Source: an optimization exercise on an open RTL-to-GDS flow (aim: small area, a short achievable clock period and few clock cycles). Production flows keep margins and buffers that such runs may drop.
Function was checked by simulation only, so behaviour that the tests miss may differ from the original.
No activity file was given, so power comes from the tool's default toggle rates.

== run A ==
Design rtp_sr_sender, start of the top module:
module rtp_sr_sender (
    input  wire        clk,
    input  wire        rst,
    input  wire        ev_valid,
    output wire        ev_ready,
    input  wire [1:0]  ev_kind,       
    input  wire        ev_ack,        
    input  wire [31:0] ev_seq,        
    input  wire [31:0] cfg_total,     
    input  wire [4:0]  cfg_window,    
    input  wire [31:0] cfg_rto,       
    input  wire [31:0] cfg_poll,      
    output wire        tx_valid,
    input  wire        tx_ready,
    output wire [31:0] tx_seq,
    output wire        running,
    output wire [31:0] base
);
Size in the first run: ~4700 cells after synthesis, ~760 flip-flops, about 210 I/O pins, roughly 44000 um2 of cells after synthesis.
==> flow/config.mk <==
export PLATFORM = sky130hd
export DESIGN_NAME = rtp_sr_sender
export DESIGN_NICKNAME = rtp_sr_sender
export VERILOG_FILES = /design/flow/design.v
export SDC_FILE = /design/flow/constraint.sdc
export NUM_CORES = 4
export LEC_CHECK = 0
export ABC_AREA = 1
export CAP_MARGIN = 20
export CORE_MARGIN = 2
export CORE_UTILIZATION = 40
export PLACE_DENSITY = 0.6
export SETUP_SLACK_MARGIN = 4.5
export SLEW_MARGIN = 20
export TNS_END_PERCENT = 10
==> flow/constraint.sdc <==
create_clock -name core_clock -period 10.0 [get_ports {clk}]
set_input_delay 2.0000 -clock core_clock [delete_from_list [all_inputs] [get_ports {clk}]]
set_output_delay 2.0000 -clock core_clock [all_outputs]
set_load 0.01 [all_outputs]
run.sh (not shown) runs the stock make flow with config.mk's settings and CLKGATE_MAP_FILE= SYNTH_SCRIPT=/design/flow/synth_recipe.tcl, a recipe that flattens the netlist after the stock synthesis.
Testbench counts of run A, summed over its fixed seeds: cycles 12,213.
Modified inputs, run B compared to run A
diff --git a/flow/design.v b/flow/design.v
--- a/flow/design.v
+++ b/flow/design.v
@@ -24,44 +24,42 @@
     reg  [4:0]  win;          
     reg  [31:0] rnm1;         
     reg  [31:0] xr;           
     reg  [31:0] poll;         
     reg  [31:0] pcnt;         
     reg         big;          
     reg         wchk;         
     reg         wpass;        
     reg  [511:0] tmr;         
     reg  [15:0] acked, e0, pend;
+    reg  [15:0] ge_lo, lt_w, lt_r0;
     integer i, j, d;
     wire [27:0] hb1     = hb + 28'd1;
     wire [31:0] rn      = rnm1 + 32'd1;
     function [15:0] below;            
         input [5:0] x;
         integer k;
         begin
             for (k = 0; k < 16; k = k + 1)
                 below[k] = (k < x);
         end
     endfunction
     function [15:0] offs_below;       
         input [15:0] gelo;
         input [5:0]  e;               
         begin
             offs_below = (gelo & below(e)) | below((e >= 6'd16) ? e - 6'd16 : 6'd0);
         end
     endfunction
     wire [4:0]  rem5    = rem[4:0];
     wire [4:0]  rem16   = (rem5 > 5'd16) ? rem5 - 5'd16 : 5'd0;
-    wire [15:0] ge_lo   = ~below({2'b0, lo});
-    wire [15:0] is_lo   = 16'd1 << lo;
-    wire [15:0] lt_w    = offs_below(ge_lo, {2'b0, lo} + {1'b0, win});
-    wire [15:0] lt_r0   = rem_big ? 16'hffff : offs_below(ge_lo, {2'b0, lo} + {1'b0, rem5});
+    wire [15:0] is_lo   = ge_lo & ~{ge_lo[14:0], 1'b0};
     wire [15:0] lt_r16  = rem_big ? 16'hffff : offs_below(ge_lo, {2'b0, lo} + {1'b0, rem16});
     wire [15:0] inwin = lt_w & lt_r0;
     wire [15:0] gacked = acked | is_lo;
     reg  [15:0] run_hi, run_lo, clr;
     always @* begin
         run_hi[0] = gacked[0] | !ge_lo[0];
         run_lo[0] = gacked[0];
         for (i = 1; i < 16; i = i + 1) begin
             run_hi[i] = run_hi[i-1] & (gacked[i] | !ge_lo[i]);
             run_lo[i] = run_lo[i-1] & gacked[i];
@@ -132,21 +130,31 @@
         slot_b = 4'd0;
         for (i = 15; i >= 0; i = i - 1) begin
             if (pend_a[i]) slot_a = 4'(i);
             if (pend_b[i]) slot_b = 4'(i);
         end
     end
     wire [3:0]  tslot   = any_a ? slot_a : slot_b;
     assign tx_valid = (pend != 16'd0);
     assign tx_seq   = {any_a ? hb : hb1, tslot};
     wire        take    = tx_valid && tx_ready;
-    wire        pend_one = ((pend & (pend - 16'd1)) == 16'd0);
+    reg         pend_two;         
+    reg         pend_seen;
+    always @* begin
+        pend_two  = 1'b0;
+        pend_seen = 1'b0;
+        for (i = 0; i < 16; i = i + 1) begin
+            pend_two  = pend_two | (pend_seen & pend[i]);
+            pend_seen = pend_seen | pend[i];
+        end
+    end
+    wire        pend_one = !pend_two;
     assign ev_ready = !wchk && ((pend == 16'd0) || (tx_ready && pend_one));
     assign running  = run_r;
     assign base     = {hb, lo};
     wire accept  = ev_valid && ev_ready;
     wire k_frame = (ev_kind == 2'd0);
     wire k_tick  = (ev_kind == 2'd1);
     wire k_start = (ev_kind == 2'd2);
     reg  [15:0] m;
     reg         do_pass;
     always @* begin
@@ -189,36 +197,42 @@
                     pcnt  <= (run_r && due) ? poll : pcnt - 32'd1;
                     wchk  <= big;
                     wpass <= run_r && due;
                 end else if (k_start) begin
                     if (!run_r) begin
                         run_r <= (cfg_total != 32'd0);
                         lo    <= 4'd0;
                         hb    <= 28'd0;
                         rem   <= cfg_total;
                         rem_big <= (cfg_total[31:5] != 27'd0);
+                        ge_lo <= 16'hffff;
+                        lt_w  <= below({1'b0, cfg_window});
+                        lt_r0 <= (cfg_total[31:4] != 28'd0) ? 16'hffff : below({2'b0, cfg_total[3:0]});
                         win   <= cfg_window;
                         rnm1  <= 32'hffffffff;
                         xr    <= ~cfg_rto;
                         poll  <= cfg_poll;
                         pcnt  <= cfg_poll;
                         big   <= cfg_rto[31] || cfg_poll[31];
                         acked <= 16'd0;
                         e0    <= e0 & ~m;
                     end
                 end else if (k_frame) begin
                     if (run_r) begin
                         if (hit_base) begin
                             lo    <= lo_n;
                             hb    <= clr[15] ? hb1 : hb;
                             rem   <= rem_s;
                             rem_big <= rem_big_s;
+                            ge_lo <= clr[15] ? ~(clr & ~ge_lo) : (ge_lo & ~clr);
+                            lt_w  <= (clr & lt_w & clr_w) | (~clr & (lt_w | clr_w));
+                            lt_r0 <= (clr & lt_r16) | (~clr & lt_r0);
                             acked <= acked & ~clr;
                             if (fin_s) run_r <= 1'b0;
                         end else begin
                             acked <= acked | hitmask;
                         end
                         pcnt <= poll;
                         e0 <= e0 & ~m;
                     end
                 end
             end else if (take) begin
## What came out
Of run B and run A, the higher power belongs to run B. Compared with run A, run B shows area of the mapped netlist higher by about 3.7%. Diff run A -> run B: global-route wire length before repair went down; core area now sits higher; sequential share of cell area rose 2.4 points; synthesized cell count has increased. Run B vs. run A: total stage count of the critical path shrank by 6, clock latency of the later-clocked register in the worst-skew pair did not really move, post-route standard cell area excluding fillers has increased, layout-stage area growth over the synthesis result saw a decrease, iteration count of the initial detailed-routing pass went down 1. The clock power share of run B is lower than that of run A. On global-route track usage on met1: run B sits below run A. Run B vs run A, number of distinct library cells after synthesis went down by 1.3%.
Testbench counts of run B, summed over its fixed seeds: cycles 12,213.

static timing again, ports no longer ideal:
No port has a modelled driver above. Below, the same layouts with a new extraction and two added sets of constraints. Step 1: set_driving_cell puts a clkbuf_16 on clk and a buf_2 on each other input, an assumption about the parent block. Step 2 adds t to the input delays and takes it off the output delays; t is the mean of the earliest and latest rising clock arrival at the registers after step 1. Input paths then give back, and output paths get back, about the clock's delay inside the block. a / b / c = ideal / step 1 / step 2; a / b = the first two.
run | shift t [ns] | setup WS [ns] | worst hold slack (ns) | slew at the worst register clock pin (ns) | worst slew at a driven data input, ns
run A | 0.733 | 4.502 / 4.465 / 3.853 | 0.495 / 0.495 / 0.495 | 0.07 / 0.07 | 0.10
run B | 0.744 | 4.410 / 4.373 / 3.695 | 0.536 / 0.536 / 0.536 | 0.07 / 0.07 | 0.16
After both steps setup and hold are still met in every run listed. For run B, which loses most, drivers alone change the setup slack by -0.037 ns; drivers and shift together by -0.715 ns.
